Background: an optimization exercise with open tools, aiming at small area, a short achievable clock period and few clock cycles per item. Do not read the settings as production practice. Function was checked by simulation only, so behaviour that the tests miss may differ from the original.

## flow/design.v (module list and top-level ports; edited modules follow where they fit)
// module lcg_a: 367 lines
// module lcg_b: 346 lines
// module mul24: 1532 lines
// module carry24: 167 lines
// module csa_fa: 4 lines
// module booth_ao: 3 lines
// module cell_xnor: 3 lines
// module cell_or: 3 lines
// module csa_ha: 4 lines
// module out_stage: 162 lines
module out_stage (
    input  wire        clk,
    input  wire        rst,           
    input  wire        cfg_we,
    input  wire [31:0] cfg_gain,      
    input  wire [1:0]  cfg_bits,      
    input  wire        cfg_rate_ok,   
    input  wire        sreset,
    input  wire        in_valid,
    output wire        in_ready,
    input  wire [31:0] in_data,
    output reg         out_valid,
    output reg  [31:0] out_data
);
  // ...
==> flow/run.sh <==
#!/bin/bash
# synth_recipe.tcl (not shown) runs the flow's synth.tcl, then flattens the netlist and writes it again
# the make line also repeats each setting of config.mk as NAME=value (left out here)
make -C /OpenROAD-flow-scripts/flow DESIGN_CONFIG=/design/flow/config.mk WORK_HOME=/design/flow/orfs CLKGATE_MAP_FILE= SYNTH_SCRIPT=/design/flow/synth_recipe.tcl finish
==> flow/config.mk <==
export PLATFORM = sky130hd
export DESIGN_NAME = out_stage
export DESIGN_NICKNAME = out_stage
export VERILOG_FILES = /design/flow/design.v
export SDC_FILE = /design/flow/constraint.sdc
export NUM_CORES = 4
export LEC_CHECK = 0
export CAP_MARGIN = 20
export CORE_MARGIN = 2
export CORE_UTILIZATION = 35
export CTS_CLUSTER_DIAMETER = 150
export CTS_CLUSTER_SIZE = 30
export PLACE_DENSITY = 0.6
export SETUP_SLACK_MARGIN = 1.5
export SLEW_MARGIN = 20
export SYNTH_HIERARCHICAL = 1
export SYNTH_MINIMUM_KEEP_SIZE = 0
==> flow/constraint.sdc <==
create_clock -name core_clock -period 45.0 [get_ports {clk}]
set_input_delay 9.0000 -clock core_clock [delete_from_list [all_inputs] [get_ports {clk}]]
set_output_delay 9.0000 -clock core_clock [all_outputs]
set_load 0.01 [all_outputs]
==> flow_summary_export.csv, run 1 <==
group,metric,value,unit
outcome,status,"finished clean",
clock_tree,clk_pin_slew_worst_paths,0.09,ns
worst_hold_path,min_path_type,"flip-flop to flip-flop",
drt,met1Wirelength,56850,microns
final_layout,num-fill-cells,12537,
place,post_dp_cell_area,46860,sq um
synth,netlist.area_leader.share,40.56,%
setup_path,path_buf_inv,1,
final_layout,final_net_count,5694,
drt,post_drt_via_cell_ratio,5.410,
worst_hold_path,worstHoldStart,"v1",
setup_path,r2r_start,"r3[0]",
final_layout,final_cell_mix,"fa_1, nand2_1, mux2i_1, nor2_1, inv_1",
timing,tightest_slew,1.035,ns
setup_path,cp.depth,1,
floorplanning,fp.dieW,359.9,microns
global_route,antenna_found_initial,4,
synth,synth_compound_area_share,8.754,%
final_layout,seq_share,11.30,%
timing,slew_viol_final,0,
clock_tree,cts_tree,"done",
setup_path,crit_family,"buffers and inverters",
final_layout,areaGrowthSynthToFinish,7.317,%
timing,fin_ws,34.53,ns
synth,yosys-mux-area-fraction,9.225,%
floorplanning,io_pins,106,
drt,top_layer,"met4",
worst_hold_path,hold_depth,1,
final_layout,final-seq-area,5376,sq um
global_route,grt-busiest-layer,"met2",
synth,synth-simple-area-share,13.49,%
synth,synth_fa_ha_area_share,47.98,%
final_layout,bufAreaShareNonClock,3.067,%
clock_tree,post_cts_resized,0,
timing,setup_viol,0,
clock_tree,cts.sinks,267,
drt,route.met3.wl,8287,microns
clock_tree,root_buffer,"clkbuf_16",
global_route,grt_pass1_wl,201900,microns
Testbench counts, summed over its fixed seeds: cycles 33,024, items 32,768.
==> run 2, diff against run 1 <==
--- a/flow/config.mk
+++ b/flow/config.mk
@@ -10,4 +10,4 @@
 export CORE_UTILIZATION = 35
-export CTS_CLUSTER_DIAMETER = 150
-export CTS_CLUSTER_SIZE = 30
+export CTS_CLUSTER_DIAMETER = 100
+export CTS_CLUSTER_SIZE = 20
 export PLACE_DENSITY = 0.6
==> run 2 against run 1 <==
Against the previous run:
- global-route usage about the same
- cell count up 0.23%
- register-to-register slack got worse by 0.06 ns
- routed wire length is 0.26% higher
- first-iteration DRC count down 2.4%
==> flow_summary_export.csv, run 2 <==
group,metric,value,unit
timing,slew_viol_final,0,
global_route,grt_max_degree,59,
drt,ant_nets,0,
outcome,status,"finished clean",
place,port_buffers,104,
global_route,grt-busiest-layer,"met2",
synth,synth_compound_area_share,8.754,%
synth,ys.flop_type,"dfxtp_1",
clock_tree,htreeDepth,1,
final_layout,stdcell_count,6136,
clock_tree,post-cts-setup-buffers,0,
global_route,grt_overflow,0,
clock_tree,clockBufferDepth,3,
setup_path,r2r_start,"r3[0]",
final_layout,num_antenna_cells,0,
drt,wire_per_inst,20.69,microns
final_layout,mostFrequentLayoutCell,"fa_1",
drt,dr.pass1.iters,7,
timing,period_needed,10.48,ns
place,place_inst,6091,
floorplanning,fp-row-count,130,
drt,drt-initial-drc-count,2855,
timing,clock_skew,0.04685,ns
synth,yosys-mux-area-fraction,9.225,%
final_layout,fin_util,38.06,%
timing,hold_violations,0,
worst_hold_path,worstHoldStart,"v2",
drt,drc,0,
clock_tree,hold_buffers,0,
place,hpwl,94160,microns
timing,tns,0,ns
drt,vias,33239,
clock_tree,post_cts_resized,0,
timing,period_share,23.29,%
final_layout,areaGrowthSynthToFinish,7.833,%
setup_path,cp-end-kind,"output pin",
timing,relSlewSlack,29.36,%
global_route,grtUsageMet2,31.22,%
setup_path,path_buf_inv,1,
global_route,grt_pass1_vias,35289,
synth,synth_common_cells,"fa_1, nand2_1, mux2i_1, nor2_1, inv_1",
clock_tree,numCtsBuffers,26,
setup_path,crit_type,"flip-flop to output pin",
synth,netlist_area,44320,sq um
worst_hold_path,min_path_type,"flip-flop to flip-flop",
clock_tree,root_buffer,"clkbuf_16",
setup_path,cp_slowest_cell,"clkdlybuf4s50_1",
clock_tree,cts.sinks,267,
synth,yosysUniqueCellTypes,91,
global_route,grt_pass1_wl,202000,microns
synth,ys_seq_area_share,12.06,%
synth,synth_top_family_by_area,"adder cells",
setup_path,crit_family,"buffers and inverters",
setup_path,cp.arrival,1.48,ns
synth,ys_ff_latch,267,
synth,synth.area.top_cells,"fa_1, dfxtp_1, ha_1",
floorplanning,die_area,129500,sq um
synth,synth_cells,4533,
synth,syn_avg_cell_area,9.778,sq um
synth,synth_edf_count,0,
global_route,grt_usage,19.58,%
synth,synth_fa_ha_area_share,47.98,%
synth,async_reset_ff_share,0,%
final_layout,drive_gt1_share,5.439,%
timing,tightest_slew,1.058,ns
job,max-cap-violations,0,
place,gp_congestion,0.9144,
clock_tree,clk_pin_slew_worst_paths,0.08,ns
synth,synth-simple-area-share,13.49,%
floorplanning,die_y,359.9,microns
clock_tree,cts_tree,"done",
global_route,grt.met1_usage,27.59,%
final_layout,final_cell_mix,"fa_1, nand2_1, mux2i_1, nor2_1, inv_1",
synth,yosys.area.top_type,"fa_1",
synth,ys_warn_count,7,
timing,rsz0062_at_grt,"false",
drt,routed_wl,127000,microns
floorplanning,fp.dieW,359.9,microns
floorplanning,start_util,35.30,%
floorplanning,io_pins,106,
setup_path,crit_path_start_kind,"flip-flop",
clock_tree,clock_latency,0.64,ns
synth,netlist.area_leader.share,40.56,%
final_layout,final_net_count,5702,
setup_path,worstSetupStartpoint,"out_data[15]",
timing,fmax,0.09540,GHz
timing,setup_viol,0,
global_route,antenna_found_initial,4,
global_route,grt_use_met3,2.726,%
drt,post_drt_via_cell_ratio,5.417,
setup_path,max_stage_delay,0.53,ns
timing,worst_hold_slack,0.4480,ns
synth,yosysMostFrequentCell,"fa_1",
setup_path,cp_data_required_time,36.00,ns
floorplanning,coreArea,125600,sq um
setup_path,critPathMaxFanout,1,
synth,synth_xor_area_share,3.574,%
setup_path,path_cells,"clkdlybuf4s50_1",
[run 2: cell count changes in the layout (fill, tap and decap cells not counted), moves of 2 or more]
cell       delta
clkbuf_1      +2
clkbuf_16     +8
inv_6         -2
inv_12        +2
clkinv_16     -4
clkinv_8      +5
[run 2: metrics by stage]
step           setup slack, ns  cell area, sq um
2_1_floorplan            34.87             44340
5_1_grt                  34.46             47800
3_5_place_dp             34.49             46860
6_report                 34.52             47800
4_1_cts                  34.45             47800
3_3_place_gp             34.52             46860
[run 2: metal layers]
layer | wire (microns) | up-vias
li1 | - | 14832
met1 | 56490 | 16803
met2 | 57680 | 1341
met3 | 8612 | 263
met4 | 4189 | 0
met5 | 0 | -
[run 2: worst paths after layout]
| check | cells after the start | to | slack [ns] |
|---|---|---|---|
| worst max-delay path | 1 | out_data[15] | 34.52 |
| worst max register to register | 31 | out_data[27] | 35.40 |
| worst min register to register | 1 | out_valid | 0.45 |
| worst min-delay path | 1 | out_valid | 0.45 |
[run 2: worst reg2reg max path: cells and delay by family (launching register included)]
kind	cells	cell delay [ns]
AOI/OAI and AO/OA	14	4.47
and+or+nand+nor	10	2.66
adders and majority gates	4	1.41
buffers and inverters	2	0.42
DFF	1	0.31
muxes	1	0.21
[run 2: logic make-up (layout without fill, tap and decap cells)]
kind of cell	after synthesis	count (layout)
other	6	10
adders and majority gates	1161	1161
xor gates and xnor gates	180	180
and+or+nand+nor	1395	1395
muxes	387	387
AOI/OAI and AO/OA	597	597
buffers and inverters	540	489
DFF	267	267
[run 2: cell type report]
cell class,count,area (sq um)
fill,12533,77770
sequential,267,5376
tap,1650,2064
multi-input combinational,3730,36890
clock inverter,16,267.8
timing repair buffer,161,1459
inverter,283,1062
clock buffer,29,671.9
[run 2: modules after synthesis (local to each module, per instance)]
module / cells inside / cell area [sq um] / flops+latches
mul24: 876 / 3862 / 0
lcg_a: 126 / 855.8 / 0
csa_fa: 1 / 20.02 / 0
cell_xnor: 1 / 8.758 / 0
csa_ha: 1 / 12.51 / 0
lcg_b: 89 / 608.1 / 0
carry24: 44 / 240.2 / 0
out_stage: 2372 / 19540 / 267
cell_or: 1 / 6.256 / 0
==> module out_stage, before the edit <==
module out_stage (
    input  wire        clk,
    input  wire        rst,           
    input  wire        cfg_we,
    input  wire [31:0] cfg_gain,      
    input  wire [1:0]  cfg_bits,      
    input  wire        cfg_rate_ok,   
    input  wire        sreset,
    input  wire        in_valid,
    output wire        in_ready,
    input  wire [31:0] in_data,
    output reg         out_valid,
    output reg  [31:0] out_data
);
    localparam [31:0] SEED_A = 32'd12345;
    localparam [31:0] SEED_B = 32'd67890;
    reg [31:0] og;
    reg [1:0]  obits;
    reg        rate_ok;
    reg [31:0] sa, sb;
    assign in_ready = 1'b1;
    function [4:0] lzc24;
        input [23:0] x;
        integer i;
        begin
            lzc24 = 5'd0;
            for (i = 0; i < 24; i = i + 1)
                if (x[i]) lzc24 = 5'd23 - i[4:0];
        end
    endfunction
    function [4:0] tzc24;
        input [23:0] x;
        integer i;
        begin
            tzc24 = 5'd0;
            for (i = 23; i >= 0; i = i - 1)
                if (x[i]) tzc24 = i[4:0];
        end
    endfunction
    reg        v0;
    reg [31:0] a0;
    always @(posedge clk) begin
        v0 <= in_valid & ~rst;
        a0 <= in_data;
    end
    wire        sg1 = a0[31] ^ og[31];
    wire [7:0]  ea  = a0[30:23];
    wire [7:0]  eb  = og[30:23];
    wire        ha  = |ea;
    wire        hb  = |eb;
    wire [23:0] ma  = {ha, a0[22:0]};
    wire [23:0] mb  = {hb, og[22:0]};
    wire        zf1 = (~ha & ~hb) | (ma == 24'd0) | (mb == 24'd0);
    wire [4:0]  lz  = lzc24(ma) | lzc24(mb);
    wire [5:0]  tzs = {1'b0, tzc24(ma)} + {1'b0, tzc24(mb)} + {1'b0, lz};
    wire [47:0] p1;
    mul24 u_mul (.a(ma), .b(mb), .p(p1));
    wire [47:0] pn1 = p1 << lz;
    wire [9:0]  ex1 = {2'b00, ea} + {9'd0, ~ha} + {2'b00, eb} + {9'd0, ~hb}
                    - 10'd126 - {5'd0, lz};
    reg        v1, sg2, zf2, st23, st22;
    reg [25:0] pw2;
    reg [9:0]  ex2;
    always @(posedge clk) begin
        v1   <= v0 & ~rst;
        sg2  <= sg1;
        zf2  <= zf1;
        pw2  <= pn1[47:22];
        ex2  <= ex1;
        st23 <= (tzs < 6'd23);    
        st22 <= (tzs < 6'd22);    
    end
    wire        top  = pw2[25];
    wire [23:0] mant = top ? pw2[25:2] : pw2[24:1];
    wire        gbit = top ? pw2[1] : pw2[0];
    wire        st   = top ? st23 : st22;
    wire signed [10:0] e1 = $signed({ex2[9], ex2}) - $signed({10'd0, ~top});
    wire        rnd  = gbit & (st | mant[0]);
    wire [24:0] m25  = {1'b0, mant} + {24'd0, rnd};
    wire        rovf = m25[24];
    wire [23:0] mr   = rovf ? 24'h800000 : m25[23:0];
    wire        nz   = ~zf2 & ((e1 > -11'sd23) ||
                               ((e1 == -11'sd23) && ((mant[22:0] != 23'd0) || gbit || st)));
    wire        big  = ~zf2 & ((e1 > 11'sd127) ||
                               ((e1 == 11'sd127) && ((mant[22:0] != 23'd0) || rnd)));
    wire [23:0] mc   = big ? 24'h800000 : mr;
    wire [4:0]  bm1  = (obits == 2'd0) ? 5'd15 : (obits == 2'd1) ? 5'd19 : 5'd23;
    wire signed [10:0] sr = e1 - 11'sd126 + $signed({6'd0, bm1});
    wire signed [10:0] s  = big ? $signed({6'd0, bm1}) + 11'sd1 : sr + $signed({10'd0, rovf});
    wire        lowr = zf2 | (s < -11'sd23);      
    wire [25:0] dp   = {2'b00, sa[31:8]} - {2'b00, sb[31:8]} + 26'd8388608;
    wire [25:0] f2   = (dp ^ {26{sg2}}) + {1'b0, sg2, 24'd0};
    reg        v2, sg3, lowr3, lrg3, cz3;
    reg [25:0] f;
    reg [23:0] mc3;
    reg [5:0]  r3;
    always @(posedge clk) begin
        v2    <= v1 & ~rst;
        sg3   <= sg2;
        lowr3 <= lowr;
        lrg3  <= ~lowr & (s > 11'sd0);
        cz3   <= sg2 & nz;              
        mc3   <= mc;
        r3    <= 6'd24 - s[5:0];        
        f     <= f2;
    end
    wire [47:0] wide = {mc3, 24'd0} >> r3;
    wire [23:0] lo   = lowr3 ? 24'd0 : wide[23:0];
    wire [4:0]  n    = lrg3 ? r3[4:0] : (r3[4:0] - 5'd24);    
    wire [23:0] tm   = ~(24'hFFFFFF << n);
    wire        stlo = ~lrg3 & ((mc3 & tm) != 24'd0);
    wire        cin  = lowr3 ? cz3 : (sg3 & stlo);
    wire        c24;
    carry24 u_t (.a(lo), .b(f[23:0]), .ci(cin), .co(c24));
    wire [2:0]  t    = {f[25], f[25:24]} + {2'd0, c24};    
    wire        tneg = t[2];
    wire        t1   = (t == 3'd1);
    wire        t2   = (t == 3'd2);
    wire [23:0] mh   = mc3 & ~tm;
    wire [24:0] oh   = {tm, 1'b1} & ~{1'b0, tm};    
    wire [25:0] add  = tneg ? {2'b11, ~tm} : t2 ? {oh, 1'b0} : t1 ? {1'b0, oh} : 26'd0;
    wire [25:0] mq   = {2'b00, mh} + add;
    wire        dup  = mq[24];
    wire        ddn  = ~mq[24] & ~mq[23];
    wire [22:0] qf   = dup ? mq[23:1] : ddn ? {mq[21:0], 1'b0} : mq[22:0];
    wire [4:0]  bm3  = (obits == 2'd0) ? 5'd15 : (obits == 2'd1) ? 5'd19 : 5'd23;
    wire [7:0]  ec3  = 8'd150 - {3'd0, bm3} - {2'd0, r3};
    wire [7:0]  ecp  = 8'd151 - {3'd0, bm3} - {2'd0, r3};
    wire [7:0]  ecm  = 8'd149 - {3'd0, bm3} - {2'd0, r3};
    wire [7:0]  qe   = dup ? ecp : ddn ? ecm : ec3;
    wire        kz   = (mq[24:22] == 3'd0);
    wire [31:0] ql   = kz ? 32'd0 : {sg3, qe, qf};
    wire [7:0]  es   = 8'd127 - {3'd0, bm3} + {7'd0, t2};
    wire [31:0] qs   = (t == 3'd0) ? 32'd0 : {sg3 ^ tneg, es, 23'd0};
    wire [31:0] q    = lrg3 ? ql : qs;
    wire [31:0] y    = rate_ok ? q : {q[31], 31'd0};
    always @(posedge clk) begin
        out_valid <= v2 & ~rst;
        out_data  <= y;
    end
    wire [31:0] sa_n, sb_n;
    lcg_a u_lcg_a (.x(sa), .y(sa_n));
    lcg_b u_lcg_b (.x(sb), .y(sb_n));
    always @(posedge clk) begin
        if (rst) begin
            og      <= 32'h3FFF64C1;    
            obits   <= 2'd0;            
            rate_ok <= 1'b0;            
        end else if (cfg_we) begin
            og      <= cfg_gain;
            obits   <= cfg_bits;
            rate_ok <= cfg_rate_ok;
        end
        if (rst | sreset) begin
            sa <= SEED_A;
            sb <= SEED_B;
        end else if (v0) begin
            sa <= sa_n;
            sb <= sb_n;
        end
    end
endmodule
==> run 3, diff against run 2 <==
--- a/flow/design.v
+++ b/flow/design.v
@@ -2445,3 +2445,2 @@
     localparam [31:0] SEED_B = 32'd67890;
-    reg [31:0] og;
     reg [1:0]  obits;
@@ -2449,12 +2448,2 @@
     reg [31:0] sa, sb;
-    assign in_ready = 1'b1;
-    function [4:0] lzc24;
-        input [23:0] x;
-        integer i;
-        begin
-            lzc24 = 5'd0;
-            for (i = 0; i < 24; i = i + 1)
-                if (x[i]) lzc24 = 5'd23 - i[4:0];
-        end
-    endfunction
     function [4:0] tzc24;
@@ -2469,22 +2458,39 @@
     reg        v0;
-    reg [31:0] a0;
+    reg        as0;
+    reg [8:0]  ae0;                 
+    reg [23:0] am0;
+    reg        gs;
+    reg [8:0]  ge;
+    reg [23:0] gm;
+    reg        na, ng;              
+    reg        rdy;
+    wire       stall = v0 & (na | ng);
+    wire       go    = v0 & ~stall;
+    assign in_ready = rdy;
+    wire       v0_n  = ~rst & (stall | in_valid);
+    wire       na_n  = stall ? (na & ~am0[22])
+                             : ((in_data[30:23] == 8'd0) & (in_data[22:0] != 23'd0));
+    wire       ng_n  = rst ? 1'b0
+                     : cfg_we ? ((cfg_gain[30:23] == 8'd0) & (cfg_gain[22:0] != 23'd0))
+                     : (ng & ~gm[22]);
     always @(posedge clk) begin
-        v0 <= in_valid & ~rst;
-        a0 <= in_data;
+        v0  <= v0_n;
+        na  <= na_n;
+        ng  <= ng_n;
+        rdy <= ~(v0_n & (na_n | ng_n));
+        if (~stall) begin
+            as0 <= in_data[31];
+            ae0 <= (in_data[30:23] == 8'd0) ? 9'd1 : {1'b0, in_data[30:23]};
+            am0 <= {(in_data[30:23] != 8'd0), in_data[22:0]};
+        end else if (na) begin
+            ae0 <= ae0 - 9'd1;
+            am0 <= {am0[22:0], 1'b0};
+        end
     end
-    wire        sg1 = a0[31] ^ og[31];
-    wire [7:0]  ea  = a0[30:23];
-    wire [7:0]  eb  = og[30:23];
-    wire        ha  = |ea;
-    wire        hb  = |eb;
-    wire [23:0] ma  = {ha, a0[22:0]};
-    wire [23:0] mb  = {hb, og[22:0]};
-    wire        zf1 = (~ha & ~hb) | (ma == 24'd0) | (mb == 24'd0);
-    wire [4:0]  lz  = lzc24(ma) | lzc24(mb);
-    wire [5:0]  tzs = {1'b0, tzc24(ma)} + {1'b0, tzc24(mb)} + {1'b0, lz};
+    wire        sg1 = as0 ^ gs;
+    wire        zf1 = (am0 == 24'd0) | (gm == 24'd0);
+    wire [5:0]  tzs = {1'b0, tzc24(am0)} + {1'b0, tzc24(gm)};
     wire [47:0] p1;
-    mul24 u_mul (.a(ma), .b(mb), .p(p1));
-    wire [47:0] pn1 = p1 << lz;
-    wire [9:0]  ex1 = {2'b00, ea} + {9'd0, ~ha} + {2'b00, eb} + {9'd0, ~hb}
-                    - 10'd126 - {5'd0, lz};
+    mul24 u_mul (.a(am0), .b(gm), .p(p1));
+    wire [9:0]  ex1 = {ae0[8], ae0} + {ge[8], ge} - 10'd126;
     reg        v1, sg2, zf2, st23, st22;
@@ -2493,6 +2499,6 @@
     always @(posedge clk) begin
-        v1   <= v0 & ~rst;
+        v1   <= go & ~rst;
         sg2  <= sg1;
         zf2  <= zf1;
-        pw2  <= pn1[47:22];
+        pw2  <= p1[47:22];
         ex2  <= ex1;
@@ -2574,3 +2580,5 @@
         if (rst) begin
-            og      <= 32'h3FFF64C1;    
+            gs      <= 1'b0;            
+            ge      <= 9'd127;
+            gm      <= 24'hFF64C1;
             obits   <= 2'd0;            
@@ -2578,5 +2586,10 @@
         end else if (cfg_we) begin
-            og      <= cfg_gain;
+            gs      <= cfg_gain[31];
+            ge      <= (cfg_gain[30:23] == 8'd0) ? 9'd1 : {1'b0, cfg_gain[30:23]};
+            gm      <= {(cfg_gain[30:23] != 8'd0), cfg_gain[22:0]};
             obits   <= cfg_bits;
             rate_ok <= cfg_rate_ok;
+        end else if (ng) begin
+            ge      <= ge - 9'd1;
+            gm      <= {gm[22:0], 1'b0};
         end
@@ -2585,3 +2598,3 @@
             sb <= SEED_B;
-        end else if (v0) begin
+        end else if (go) begin
             sa <= sa_n;
==> run 3 against run 2 <==
Against the previous run:
- routed wire length fell by 1.5%
- count of clock-buffer cells in the layout decreased by 2
- flip-flop and latch count is 7 higher
- first-iteration DRC count decreased by 1.2%
- critical path type unchanged
==> flow_summary_export.csv, run 3 <==
group,metric,value,unit
synth,synth_cells,4434,
outcome,status,"finished clean",
floorplanning,die_area,126000,sq um
final_layout,drive_gt1_share,5.885,%
timing,period_share,23.47,%
setup_path,path_cells,"clkdlybuf4s50_1",
clock_tree,clockBufferDepth,3,
timing,worst_hold_slack,0.4515,ns
timing,clock_skew,0.02961,ns
setup_path,cp_data_required_time,36.00,ns
clock_tree,post-cts-setup-buffers,0,
final_layout,final_cell_mix,"nand2_1, fa_1, ha_1, inv_1, nor2_1",
setup_path,max_stage_delay,0.61,ns
final_layout,areaGrowthSynthToFinish,7.949,%
setup_path,critPathMaxFanout,1,
final_layout,fin_area,46520,sq um
drt,post_drt_via_cell_ratio,5.431,
timing,period_needed,10.56,ns
setup_path,crit_family,"buffers and inverters",
global_route,grt_usage,19.86,%
drt,drc,0,
timing,slew_viol_final,0,
drt,dr.pass1.iters,8,
drt,ant_nets,0,
clock_tree,clk_pin_slew_worst_paths,0.09,ns
setup_path,crit_type,"flip-flop to output pin",
clock_tree,clock_latency,0.64,ns
global_route,antenna_found_initial,2,
floorplanning,die_y,354.9,microns
timing,setup_viol,0,
timing,tightest_slew,1.139,ns
synth,ys_warn_count,7,
timing,hold_violations,0,
final_layout,final_net_count,5600,
drt,wire_per_inst,20.76,microns
clock_tree,post_cts_resized,0,
global_route,grt_overflow,0,
setup_path,crit_path_start_kind,"flip-flop",
setup_path,cp.arrival,1.56,ns
synth,syn_avg_cell_area,9.720,sq um
global_route,grt_pass1_wl,197100,microns
setup_path,cp_slowest_cell,"clkdlybuf4s50_1",
drt,vias,32734,
global_route,grt_max_degree,67,
final_layout,stdcell_count,6027,
final_layout,mostFrequentLayoutCell,"nand2_1",
floorplanning,io_pins,106,
drt,drt-initial-drc-count,2821,
job,max-cap-violations,0,
clock_tree,htreeDepth,1,
floorplanning,coreArea,122000,sq um
timing,tns,0,ns
place,place_inst,5982,
final_layout,reg_top3,"out_data x32, sa x32, sb x32",
clock_tree,cts_tree,"done",
clock_tree,cts.sinks,274,
timing,fmax,0.09468,GHz
timing,rsz0062_at_grt,"false",
floorplanning,fp-row-count,128,
place,port_buffers,105,
clock_tree,hold_buffers,0,
drt,routed_wl,125100,microns
global_route,grt_pass1_vias,34227,
clock_tree,root_buffer,"clkbuf_16",
setup_path,cp-end-kind,"output pin",
place,hpwl,90250,microns
clock_tree,numCtsBuffers,25,
floorplanning,fp.dieW,354.9,microns
place,gp_congestion,0.9126,
timing,relSlewSlack,23.78,%
setup_path,path_buf_inv,1,
floorplanning,start_util,35.31,%
synth,netlist_area,43100,sq um
place,post_dp_cell_area,45660,sq um
worst_hold_path,min_path_type,"flip-flop to flip-flop",
==> run 3: layer usage <==
metal	vias up	track usage [%]	share of wire, %
met5	-	0	0.0056
met4	2	5.042	2.7
met3	261	4.133	8.3
met2	1378	32.04	46
met1	16618	27.22	43
li1	14475	-	-
==> run 3: worst paths after layout <==
| path | from | end | slack, ns | cells past startpoint |
|---|---|---|---|---|
| worst max-delay path | rdy | in_ready | 34.44 | 1 |
| worst min-delay path | v1 | v2 | 0.45 | 1 |
| worst max register to register | r3[1] | out_data[26] | 34.53 | 32 |
| worst min register to register | v1 | v2 | 0.45 | 1 |
==> run 3: cell type report <==
class	instances	area (sq um)
clock buffer	27	633.1
inverter	248	930.9
antenna	1	2.502
timing repair buffer	172	1544
sequential	274	5839
multi-input combinational	3664	35320
tap	1625	2033
fill	12148	75510
clock inverter	16	222.7
==> run 3: per-stage QoR <==
stage / setup WS, ns / util (%)
3_3_place_gp: 34.00 / 37.41
2_1_floorplan: 34.81 / -
6_report: 34.44 / 38.12
3_5_place_dp: 33.98 / 37.41
4_1_cts: 34.42 / 38.11
5_1_grt: 34.05 / 38.12
Testbench counts of run 3, summed over its fixed seeds: cycles 33,024, items 32,768.
==> run 4, diff against run 3 <==
--- a/flow/design.v
+++ b/flow/design.v
@@ -2521,2 +2521,3 @@
     wire [23:0] mc   = big ? 24'h800000 : mr;
+    wire [7:0]  ec   = big ? 8'd127 : (e1[7:0] + {7'd0, rovf});
     wire [4:0]  bm1  = (obits == 2'd0) ? 5'd15 : (obits == 2'd1) ? 5'd19 : 5'd23;
@@ -2530,2 +2531,3 @@
     reg [23:0] mc3;
+    reg [7:0]  ec3;
     reg [5:0]  r3;
@@ -2538,2 +2540,3 @@
         mc3   <= mc;
+        ec3   <= ec;
         r3    <= 6'd24 - s[5:0];        
@@ -2561,5 +2564,4 @@
     wire [4:0]  bm3  = (obits == 2'd0) ? 5'd15 : (obits == 2'd1) ? 5'd19 : 5'd23;
-    wire [7:0]  ec3  = 8'd150 - {3'd0, bm3} - {2'd0, r3};
-    wire [7:0]  ecp  = 8'd151 - {3'd0, bm3} - {2'd0, r3};
-    wire [7:0]  ecm  = 8'd149 - {3'd0, bm3} - {2'd0, r3};
+    wire [7:0]  ecp  = ec3 + 8'd1;
+    wire [7:0]  ecm  = ec3 - 8'd1;
     wire [7:0]  qe   = dup ? ecp : ddn ? ecm : ec3;
==> run 4 against run 3 <==
Against the previous run:
- still clean
- flip-flop and latch count increased by 8
- setup slack improved by 0.030 ns
- register-to-register slack improved by 0.84 ns
- routed wire length decreased by 4.0%
- synthesized area decreased by 0.76%
==> flow_summary_export.csv, run 4 <==
group,metric,value,unit
setup_path,crit_type,"flip-flop to output pin",
timing,relSlewSlack,34.07,%
timing,setup_viol,0,
setup_path,cp_slowest_cell,"clkdlybuf4s50_1",
place,hpwl,88270,microns
clock_tree,clk_pin_slew_worst_paths,0.08,ns
clock_tree,clockBufferDepth,3,
final_layout,mostFrequentLayoutCell,"fa_1",
global_route,grt_pass1_vias,34132,
timing,clock_skew,0.03968,ns
setup_path,path_buf_inv,1,
setup_path,path_cells,"clkdlybuf4s50_1",
outcome,status,"finished clean",
clock_tree,htreeDepth,1,
timing,fmax,0.09495,GHz
setup_path,crit_path_start_kind,"flip-flop",
clock_tree,cts.sinks,282,
worst_hold_path,min_path_type,"flip-flop to flip-flop",
drt,drt-initial-drc-count,2207,
timing,worst_hold_slack,0.4399,ns
global_route,grt_overflow,0,
final_layout,drive_gt1_share,5.701,%
timing,rsz0062_at_grt,"false",
timing,hold_violations,0,
clock_tree,hold_buffers,0,
setup_path,max_stage_delay,0.57,ns
drt,drc,0,
final_layout,areaGrowthSynthToFinish,7.825,%
global_route,antenna_found_initial,0,
final_layout,final_cell_mix,"fa_1, nand2_1, inv_1, ha_1, nor2_1",
setup_path,cp-end-kind,"output pin",
clock_tree,post-cts-setup-buffers,0,
setup_path,critPathMaxFanout,1,
timing,period_needed,10.53,ns
timing,period_share,23.40,%
global_route,grt_max_degree,67,
final_layout,stdcell_count,5975,
clock_tree,cts_tree,"done",
drt,dr.pass1.iters,5,
floorplanning,io_pins,106,
floorplanning,start_util,35.19,%
synth,syn_avg_cell_area,9.763,sq um
place,gp_congestion,0.9267,
worst_hold_path,hold_depth,1,
drt,ant_nets,0,
final_layout,num_antenna_cells,0,
timing,tightest_slew,0.9853,ns
final_layout,reg_top3,"out_data x32, sa x32, sb x32",
synth,ys_warn_count,7,
clock_tree,clock_latency,0.58,ns
clock_tree,post_cts_resized,0,
global_route,grt_pass1_wl,192300,microns
drt,vias,31943,
floorplanning,fp-row-count,128,
setup_path,r2r_start,"r3[2]",
timing,slew_viol_final,0,
drt,post_drt_via_cell_ratio,5.346,
setup_path,crit_family,"buffers and inverters",
clock_tree,root_buffer,"clkbuf_16",
setup_path,cp.arrival,1.53,ns
place,port_buffers,105,
drt,wire_per_inst,20.09,microns
worst_hold_path,worstHoldStart,"v1",
clock_tree,numCtsBuffers,22,
final_layout,fin_util,37.94,%
floorplanning,die_y,353.6,microns
synth,netlist_area,42770,sq um
floorplanning,fp.dieW,353.6,microns
floorplanning,die_area,125000,sq um
final_layout,final_net_count,5536,
global_route,grt_usage,19.32,%
synth,synth_cells,4381,
setup_path,cp.depth,1,
setup_path,r2r_cells,33,
setup_path,cp_data_required_time,36.00,ns
drt,routed_wl,120100,microns
setup_path,worstSetupStartpoint,"out_valid",
job,max-cap-violations,0,
timing,tns,0,ns
place,place_inst,5937,
floorplanning,coreArea,121600,sq um
==> run 4: area by class of cell <==
class | instances | area (sq um)
clock inverters | 9 | 133.9
multi-input cells | 3604 | 34830
well taps | 1625 | 2033
flip-flops and latches | 282 | 5998
inverters | 250 | 938.4
fillers | 11994 | 75440
clock buffers | 29 | 608.1
repair buffers | 176 | 1574
==> run 4: layer usage <==
layer / part of all wire, % / global-route usage [%] / vias up / wire length (microns)
met1: 42 / 25.44 / 16312 / 50830
met4: 2.7 / 5.574 / 0 / 3228
met2: 49 / 33.33 / 1167 / 58320
li1: - / - / 14242 / -
met3: 6.4 / 2.356 / 222 / 7672
met5: 0 / 0 / - / 0
==> run 4: path summary, 6_finish.rpt <==
path | end | slack [ns]
min reg2reg | v2 | 0.44
max reg2reg | out_data[23] | 35.37
max | out_valid | 34.47
min | v2 | 0.44
==> run 4: through the flow <==
step,area (sq um),setup WS (ns)
2_1_floorplan,42780,34.81
3_3_place_gp,45370,34.06
3_5_place_dp,45370,34.24
4_1_cts,46110,34.44
5_1_grt,46120,34.43
6_report,46120,34.47
Testbench counts of run 4, summed over its fixed seeds: cycles 33,024, items 32,768.
==> run 5, diff against run 4 <==
--- a/flow/config.mk
+++ b/flow/config.mk
@@ -12,2 +12,3 @@
 export CTS_CLUSTER_SIZE = 20
+export GPL_TIMING_DRIVEN = 0
 export PLACE_DENSITY = 0.6
==> run 5 against run 4 <==
Against the previous run:
- final area up 0.96%
- sequential share of layout area down 0.15 points
- setup slack worse by 0.15 ns
- fmax down 1.4%
- routed wire length up 4.4%
- count of clock-buffer cells in the layout down 3
- die area unchanged
- via count up 2.0%
==> flow_summary_export.csv, run 5 <==
group,metric,value,unit
timing,clock_skew,0.04951,ns
clock_tree,root_buffer,"clkbuf_16",
setup_path,cp-end-kind,"output pin",
timing,relSlewSlack,29.56,%
global_route,grt_pass1_wl,200600,microns
timing,fmax,0.09360,GHz
global_route,grt_pass1_vias,34724,
floorplanning,fp.dieW,353.6,microns
drt,post_drt_via_cell_ratio,5.297,
timing,rsz0062_at_grt,"false",
timing,period_share,23.74,%
floorplanning,start_util,35.19,%
place,port_buffers,103,
final_layout,num-fill-cells,12118,
clock_tree,clockBufferDepth,3,
final_layout,fin_util,38.30,%
drt,vias,32589,
synth,ys_warn_count,7,
clock_tree,cts_tree,"done",
place,gp_congestion,0.9322,
global_route,grt_usage,20.21,%
final_layout,mostFrequentLayoutCell,"fa_1",
place,hpwl,102300,microns
worst_hold_path,worstHoldStart,"v2",
worst_hold_path,hold_depth,1,
floorplanning,coreArea,121600,sq um
floorplanning,die_y,353.6,microns
setup_path,critPathMaxFanout,1,
global_route,grt_overflow,0,
setup_path,rrSetupSlack,35.18,ns
setup_path,cp_slowest_cell,"clkdlybuf4s50_1",
final_layout,final-seq-area,5986,sq um
job,max-cap-violations,0,
global_route,grt_max_degree,34,
final_layout,final_net_count,5712,
floorplanning,die_area,125000,sq um
worst_hold_path,min_to,"out_valid",
final_layout,reg_top3,"out_data x32, sa x32, sb x32",
clock_tree,hold_buffers,0,
synth,synth_cells,4381,
timing,hold_violations,0,
clock_tree,clock_latency,0.60,ns
final_layout,drive_gt1_share,4.485,%
setup_path,path_buf_inv,1,
setup_path,crit_type,"flip-flop to output pin",
worst_hold_path,min_path_type,"flip-flop to flip-flop",
setup_path,path_cells,"clkdlybuf4s50_1",
clock_tree,cts.sinks,282,
timing,tightest_slew,1.055,ns
drt,drt-initial-drc-count,2472,
drt,ant_nets,0,
final_layout,multi_input_area,34800,sq um
clock_tree,post-cts-setup-buffers,0,
drt,drc,0,
setup_path,cp_data_required_time,36.00,ns
floorplanning,fp-row-count,128,
clock_tree,numCtsBuffers,22,
setup_path,crit_family,"buffers and inverters",
timing,setup_viol,0,
clock_tree,post_cts_resized,0,
setup_path,max_stage_delay,0.61,ns
place,post_dp_cell_area,45850,sq um
final_layout,stdcell_count,6152,
final_layout,areaGrowthSynthToFinish,8.861,%
setup_path,cp.arrival,1.68,ns
timing,slew_viol_final,0,
global_route,antenna_found_initial,1,
floorplanning,io_pins,106,
drt,wire_per_inst,20.37,microns
setup_path,r2r_start,"r3[0]",
setup_path,worstReg2RegEnd,"out_data[25]",
timing,period_needed,10.68,ns
synth,syn_avg_cell_area,9.763,sq um
outcome,status,"finished clean",
drt,routed_wl,125300,microns
clock_tree,htreeDepth,1,
clock_tree,clk_pin_slew_worst_paths,0.08,ns
drt,dr.pass1.iters,6,
synth,netlist_area,42770,sq um
final_layout,fin_area,46560,sq um
setup_path,crit_path_start_kind,"flip-flop",
place,place_inst,6113,
final_layout,final_cell_mix,"fa_1, nand2_1, inv_1, dfxtp_1, ha_1",
timing,tns,0,ns
setup_path,r2r_cells,34,
[run 5: cell count changes in the layout (fill, tap and decap cells not counted), moves of 3 or more]
cell and delta:
inv_12 -4, dfxtp_1 +10, clkbuf_1 +182, dfxtp_2 -10
buf_1 +24, buf_4 -47, clkinv_8 +3, buf_2 +13
[run 5: per-layer routing]
metal  up-vias  GRT usage, %  share of wire, %
li1      14649             -                 -
met1     16618         27.78                43
met2      1149         33.65                48
met3       171         2.593               6.1
met4         2         5.268               2.6
met5         -             0             0.010
[run 5: how the worst max path moves through the flow]
stage	from	end	cells past startpoint
finish	out_valid	out_valid	1
global route	out_valid	out_valid	1
CTS	out_valid	out_valid	1
detailed placement	rst	sb[25]	5
global placement	rst	sb[22]	5
floorplan	cfg_we	gm[0]	4
[run 5: area by class of cell]
| class | instances | share of cell area (%) |
|---|---|---|
| flip-flops and latches | 282 | 12.86 |
| diodes | 1 | 0.005375 |
| plain buffers | 249 | 2.276 |
| multi-input cells | 3604 | 74.74 |
| inverters | 250 | 2.015 |
| clock buffers | 26 | 1.215 |
| clock inverters | 12 | 0.3064 |
| repair buffers | 103 | 2.214 |
| well taps | 1625 | 4.367 |
[run 5: through the flow]
| step | setup WS [ns] | hold WS [ns] |
|---|---|---|
| 2_1_floorplan | 34.81 | 0.3540 |
| 3_3_place_gp | 33.91 | 0.4271 |
| 3_5_place_dp | 33.84 | 0.4251 |
| 4_1_cts | 34.27 | 0.4448 |
| 5_1_grt | 34.27 | 0.4599 |
| 6_report | 34.32 | 0.4398 |
==> run 6, diff against run 5 <==
--- a/flow/design.v
+++ b/flow/design.v
@@ -2529,3 +2529,4 @@
     reg        v2, sg3, lowr3, lrg3, cz3;
-    reg [25:0] f;
+    reg [23:0] f;
+    reg        fm1, f0, f1;      
     reg [23:0] mc3;
@@ -2542,3 +2543,6 @@
         r3    <= 6'd24 - s[5:0];        
-        f     <= f2;
+        f     <= f2[23:0];
+        fm1   <= f2[25];
+        f0    <= (f2[25:24] == 2'b00);
+        f1    <= (f2[25:24] == 2'b01);
     end
@@ -2551,7 +2555,7 @@
     wire        c24;
-    carry24 u_t (.a(lo), .b(f[23:0]), .ci(cin), .co(c24));
-    wire [2:0]  t    = {f[25], f[25:24]} + {2'd0, c24};    
-    wire        tneg = t[2];
-    wire        t1   = (t == 3'd1);
-    wire        t2   = (t == 3'd2);
+    carry24 u_t (.a(lo), .b(f), .ci(cin), .co(c24));
+    wire        tneg = fm1 & ~c24;
+    wire        t0   = (fm1 & c24) | (f0 & ~c24);
+    wire        t1   = (f0 & c24) | (f1 & ~c24);
+    wire        t2   = f1 & c24;
     wire [23:0] mh   = mc3 & ~tm;
@@ -2570,3 +2574,3 @@
     wire [7:0]  es   = 8'd127 - {3'd0, bm3} + {7'd0, t2};
-    wire [31:0] qs   = (t == 3'd0) ? 32'd0 : {sg3 ^ tneg, es, 23'd0};
+    wire [31:0] qs   = t0 ? 32'd0 : {sg3 ^ tneg, es, 23'd0};
     wire [31:0] q    = lrg3 ? ql : qs;
--- a/flow/config.mk
+++ b/flow/config.mk
@@ -12,3 +12,2 @@
 export CTS_CLUSTER_SIZE = 20
-export GPL_TIMING_DRIVEN = 0
 export PLACE_DENSITY = 0.6
==> run 6 against run 5 <==
Against the previous run:
- clock skew increased by 0.0018 ns
- core utilization shrank 0.12 points
- fmax is 2.1% higher
- die area decreased by 1.1%
- flip-flop and latch count increased by 1
- largest cell class unchanged
- highest routed layer is now met4
==> flow_summary_export.csv, run 6 <==
group,metric,value,unit
timing,slew_viol_final,0,
setup_path,worstSetupStartpoint,"rdy",
setup_path,max_stage_delay,0.55,ns
global_route,grt_usage,19.66,%
final_layout,mostFrequentLayoutCell,"nand2_1",
synth,ys_warn_count,7,
setup_path,cp-end-kind,"output pin",
timing,fin_ws,34.53,ns
place,port_buffers,105,
final_layout,final_cell_mix,"nand2_1, fa_1, nor2_1, ha_1, dfxtp_1",
job,max-cap-violations,0,
setup_path,path_cells,"clkdlybuf4s50_1",
floorplanning,die_area,123700,sq um
timing,clock_skew,0.05130,ns
drt,dr.pass1.iters,7,
final_layout,reg_top3,"out_data x32, sa x32, sb x32",
drt,routed_wl,119800,microns
drt,vias,31427,
place,gp_congestion,0.9197,
setup_path,cp_data_required_time,36.00,ns
clock_tree,clock_latency,0.59,ns
worst_hold_path,hold_depth,1,
setup_path,rrSetupSlack,36.04,ns
drt,wire_per_inst,20.27,microns
clock_tree,post_cts_resized,0,
clock_tree,cts.sinks,283,
place,post_dp_cell_area,44940,sq um
global_route,grt_overflow,0,
floorplanning,coreArea,120000,sq um
synth,netlist_area,42300,sq um
clock_tree,numCtsBuffers,24,
synth,synth_cells,4312,
clock_tree,hold_buffers,0,
drt,post_drt_via_cell_ratio,5.316,
timing,setup_viol,0,
drt,ant_nets,0,
timing,period_needed,10.47,ns
floorplanning,start_util,35.26,%
timing,rsz0062_at_grt,"false",
worst_hold_path,min_path_type,"flip-flop to flip-flop",
setup_path,path_buf_inv,1,
timing,tns,0,ns
floorplanning,fp.dieW,351.6,microns
setup_path,worstReg2RegEnd,"out_data[28]",
setup_path,r2r_start,"r3[3]",
outcome,status,"finished clean",
timing,period_share,23.26,%
setup_path,crit_family,"buffers and inverters",
clock_tree,root_buffer,"clkbuf_16",
setup_path,r2r_cells,28,
global_route,grt_pass1_wl,190900,microns
setup_path,cp.arrival,1.47,ns
timing,relSlewSlack,29.73,%
floorplanning,die_y,351.6,microns
timing,fmax,0.09553,GHz
clock_tree,cts_tree,"done",
final_layout,num_antenna_cells,0,
final_layout,fin_area,45800,sq um
floorplanning,fp-row-count,127,
worst_hold_path,min_to,"v2",
global_route,antenna_found_initial,0,
timing,tightest_slew,1.051,ns
drt,drt-initial-drc-count,2452,
timing,hold_violations,0,
place,hpwl,87690,microns
setup_path,crit_path_start_kind,"flip-flop",
floorplanning,io_pins,106,
worst_hold_path,worstHoldStart,"v1",
synth,syn_avg_cell_area,9.810,sq um
global_route,grt_pass1_vias,33573,
clock_tree,post-cts-setup-buffers,0,
place,place_ws,34.10,ns
drt,drc,0,
setup_path,critPathMaxFanout,1,
setup_path,cp_slowest_cell,"clkdlybuf4s50_1",
final_layout,drive_gt1_share,5.465,%
final_layout,final_net_count,5481,
clock_tree,clk_pin_slew_worst_paths,0.09,ns
clock_tree,htreeDepth,1,
setup_path,crit_type,"flip-flop to output pin",
clock_tree,clockBufferDepth,3,
global_route,grt_max_degree,67,
final_layout,areaGrowthSynthToFinish,8.282,%
## run 6: cell type report
cell class	instances	area, sq um
tap	1612	2017
sequential	283	6017
timing repair buffer	175	1567
multi-input combinational	3567	34480
inverter	232	870.8
fill	11870	74170
clock inverter	11	195.2
clock buffer	32	660.6
## run 6: worst max path at each step
stage,end,cells after the start
finish,in_ready,1
global route,out_valid,1
CTS,in_ready,1
detailed placement,sb[29],5
global placement,sa[7],5
floorplan,gm[0],4
## run 6: per-layer routing
layer / vias to the layer above / global-route usage [%] / share of wire [%]
li1: 14057 / - / -
met3: 219 / 2.453 / 6.1
met4: 0 / 5.076 / 2.6
met5: - / 0 / 0
met2: 1168 / 33.69 / 48
met1: 15983 / 26.27 / 43
## run 6: stage by stage
stage / cells / utilization, % / hold slack (ns)
final: 5912 / 38.18 / 0.4468
after global routing: 5912 / 38.18 / 0.4686
after CTS: 5912 / 38.17 / 0.4443
after detailed placement: 5869 / 37.46 / 0.4424
after global placement: 5869 / 37.46 / 0.4250
after floorplan: 4316 / - / 0.3540
## run 6: worst register-to-register path: cells and delay by family (launching register included)
| family | cells | cell delay [ns] |
|---|---|---|
| AO/OA/AOI/OAI | 16 | 3.92 |
| XOR/XNOR | 1 | 0.65 |
| flip-flops | 1 | 0.32 |
| AND/OR/NAND/NOR | 5 | 1.79 |
| multiplexers | 2 | 0.91 |
| adder cells (fa/ha/maj) | 1 | 0.32 |
| buffers and inverters | 3 | 0.90 |
Testbench counts of run 6, summed over its fixed seeds: cycles 33,024, items 32,768.
==> run 7, diff against run 6 <==
==> flow/flow/run.sh (new file) <==
#!/bin/bash
# The standard layout, with the port buffers that buffer_ports inserts on
# every input and output made sky130_fd_sc_hd__buf_2 cells instead of its
# default choice (a delay buffer). Everything else is standard.sh unchanged.
set -euo pipefail
export BUFFER_PORTS_ARGS="-buffer_cell sky130_fd_sc_hd__buf_2"
bash standard.sh finish > standard_flow.log 2>&1
==> flow/standard.sh (new file) <==
#!/bin/bash
# synth_recipe.tcl (not shown) runs the flow's synth.tcl, then flattens the netlist and writes it again
# the make line also repeats each setting of config.mk as NAME=value (left out here)
make -C /OpenROAD-flow-scripts/flow DESIGN_CONFIG=/design/flow/config.mk WORK_HOME=/design/flow/orfs CLKGATE_MAP_FILE= SYNTH_SCRIPT=/design/flow/synth_recipe.tcl "${@:-finish}"
removed: flow/run.sh
==> run 7 against run 6 <==
Against the previous run:
- still clean
- global-route usage is 0.11 points lower
- setup slack worse by 0.011 ns
- cell count hardly changed
- critical endpoint is now sa[29]
- highest routed layer is now met5
==> flow_summary_export.csv, run 7 <==
group,metric,value,unit
drt,met1Wirelength,50920,microns
floorplanning,fp-row-count,127,
final_layout,final_net_count,5478,
timing,hold_violations,0,
timing,setup_viol,0,
floorplanning,die_area,123700,sq um
clock_tree,htreeDepth,1,
drt,routed_wl,118600,microns
drt,drc,0,
timing,tightest_slew,1.087,ns
final_layout,num_antenna_cells,0,
clock_tree,clockBufferDepth,3,
setup_path,crit_path_start_kind,"input port",
clock_tree,hold_buffers,0,
global_route,grt_pass1_vias,33734,
floorplanning,start_util,35.26,%
final_layout,mostFrequentLayoutCell,"nand2_1",
clock_tree,cts_tree,"done",
timing,rsz0062_at_grt,"false",
clock_tree,post_cts_resized,0,
clock_tree,cts.sinks,283,
timing,period_needed,10.48,ns
global_route,grt_max_degree,67,
timing,period_share,23.29,%
final_layout,num-fill-cells,11949,
drt,met2_length,57310,microns
floorplanning,fp.dieW,351.6,microns
setup_path,cp_data_required_time,45.43,ns
clock_tree,clk_pin_slew_worst_paths,0.09,ns
final_layout,drive_gt1_share,7.776,%
clock_tree,root_buffer,"clkbuf_16",
timing,worst_hold_slack,0.4575,ns
drt,wire_per_inst,20.07,microns
outcome,status,"finished clean",
timing,fmax,0.09543,GHz
setup_path,critPathMaxFanout,44,
clock_tree,clock_latency,0.57,ns
drt,vias,31445,
setup_path,cp.arrival,10.90,ns
setup_path,cp-end-kind,"flip-flop",
drt,post_drt_via_cell_ratio,5.323,
timing,clock_skew,0.02233,ns
global_route,antenna_found_initial,1,
timing,tns,0,ns
clock_tree,post-cts-setup-buffers,0,
place,gp_congestion,0.9227,
global_route,grt_pass1_wl,190300,microns
clock_tree,numCtsBuffers,23,
worst_hold_path,min_path_type,"flip-flop to flip-flop",
drt,ant_nets,0,
floorplanning,io_pins,106,
timing,relSlewSlack,27.21,%
final_layout,reg_top3,"out_data x32, sa x32, sb x32",
final_layout,fin_util,37.63,%
setup_path,crit_type,"input port to flip-flop",
floorplanning,die_y,351.6,microns
global_route,grt_overflow,0,
drt,dr.pass1.iters,5,
floorplanning,coreArea,120000,sq um
synth,syn_avg_cell_area,9.810,sq um
drt,route.met3.wl,7108,microns
job,max-cap-violations,0,
drt,drt-initial-drc-count,2509,
synth,synth_cells,4312,
synth,netlist_area,42300,sq um
final_layout,areaGrowthSynthToFinish,6.726,%
global_route,grt_usage,19.55,%
synth,ys_warn_count,7,
timing,slew_viol_final,0,
place,hpwl,86330,microns
final_layout,final_cell_mix,"nand2_1, fa_1, nor2_1, ha_1, dfxtp_1",
place,port_buffers,105,
drt,top_layer,"met5",
[run 7: area by class of cell]
class	instances	area, sq um	share of cell area [%]
multi-input combinational	3567	34470	76.35
sequential	283	6018	13.33
tap	1612	2017	4.468
timing repair buffer	173	1036	2.295
inverter	232	870.8	1.929
clock buffer	29	598.1	1.325
clock inverter	11	136.4	0.3021
[run 7: worst max-delay path: stages]
cell and delay (ns):
buf_2 0.70, or2_2 0.59, buf_4 0.49, a21oi_1 0.08
[run 7: worst paths after layout]
check,startpoint,endpoint,slack (ns),cells past startpoint
worst max-delay path,rst,sa[29],34.52,4
worst min-delay path,v1,v2,0.46,1
worst max register to register,r3[3],out_data[23],35.90,28
worst min register to register,v1,v2,0.46,1
[run 7: through the flow]
stage	worst slack, ns	instances	instance area [sq um]
after detailed placement	33.96	5867	44410
after floorplan	34.81	4316	42320
final	34.52	5907	45150
after CTS	34.57	5907	45140
after global placement	34.01	5867	44410
after global routing	34.47	5907	45150
[run 7: layer usage]
layer	up-vias	GRT usage, %
met1	16004	26.15
met2	1167	33.44
met3	222	2.358
met5	-	0
li1	14050	-
met4	2	5.285

separate check: timing with driven ports:
The results above use ideal ports. As a check the final layouts listed here were re-extracted and re-timed, cells and wires unchanged. Step 1 sets driving cells, clkbuf_16 on the clock port and buf_2 on the other inputs (assumed; they add their load-dependent delay and slew). Step 2 times the ports against the registers' clock, not the clock port: input delays grow and output delays shrink by t, the midpoint of the rising clock arrivals with the driver on. Slacks: no drivers / after step 1 / after step 2; pairs: no drivers / after step 1.
run | t, ns | setup WS [ns] | worst hold slack (ns) | worst slew at a driven data input, ns
run 1 | 0.656 | 34.525 / 34.457 / 34.524 | 0.462 / 0.462 / 0.462 | 0.05
run 2 | 0.685 | 34.517 / 34.447 / 34.496 | 0.448 / 0.448 / 0.448 | 0.05
run 3 | 0.704 | 34.439 / 34.362 / 33.965 | 0.451 / 0.451 / 0.451 | 0.07
run 4 | 0.624 | 34.468 / 34.403 / 34.262 | 0.440 / 0.440 / 0.440 | 0.17
run 5 | 0.641 | 34.316 / 34.246 / 33.798 | 0.440 / 0.440 / 0.440 | 0.07
run 6 | 0.639 | 34.532 / 34.463 / 34.095 | 0.447 / 0.447 / 0.447 | 0.06
run 7 | 0.617 | 34.521 / 34.498 / 33.882 | 0.457 / 0.457 / 0.457 | 0.07
After both steps every run listed still meets setup and hold. The setup slack of run 7, which loses most, moves by -0.023 ns with the drivers and by -0.639 ns with both steps.
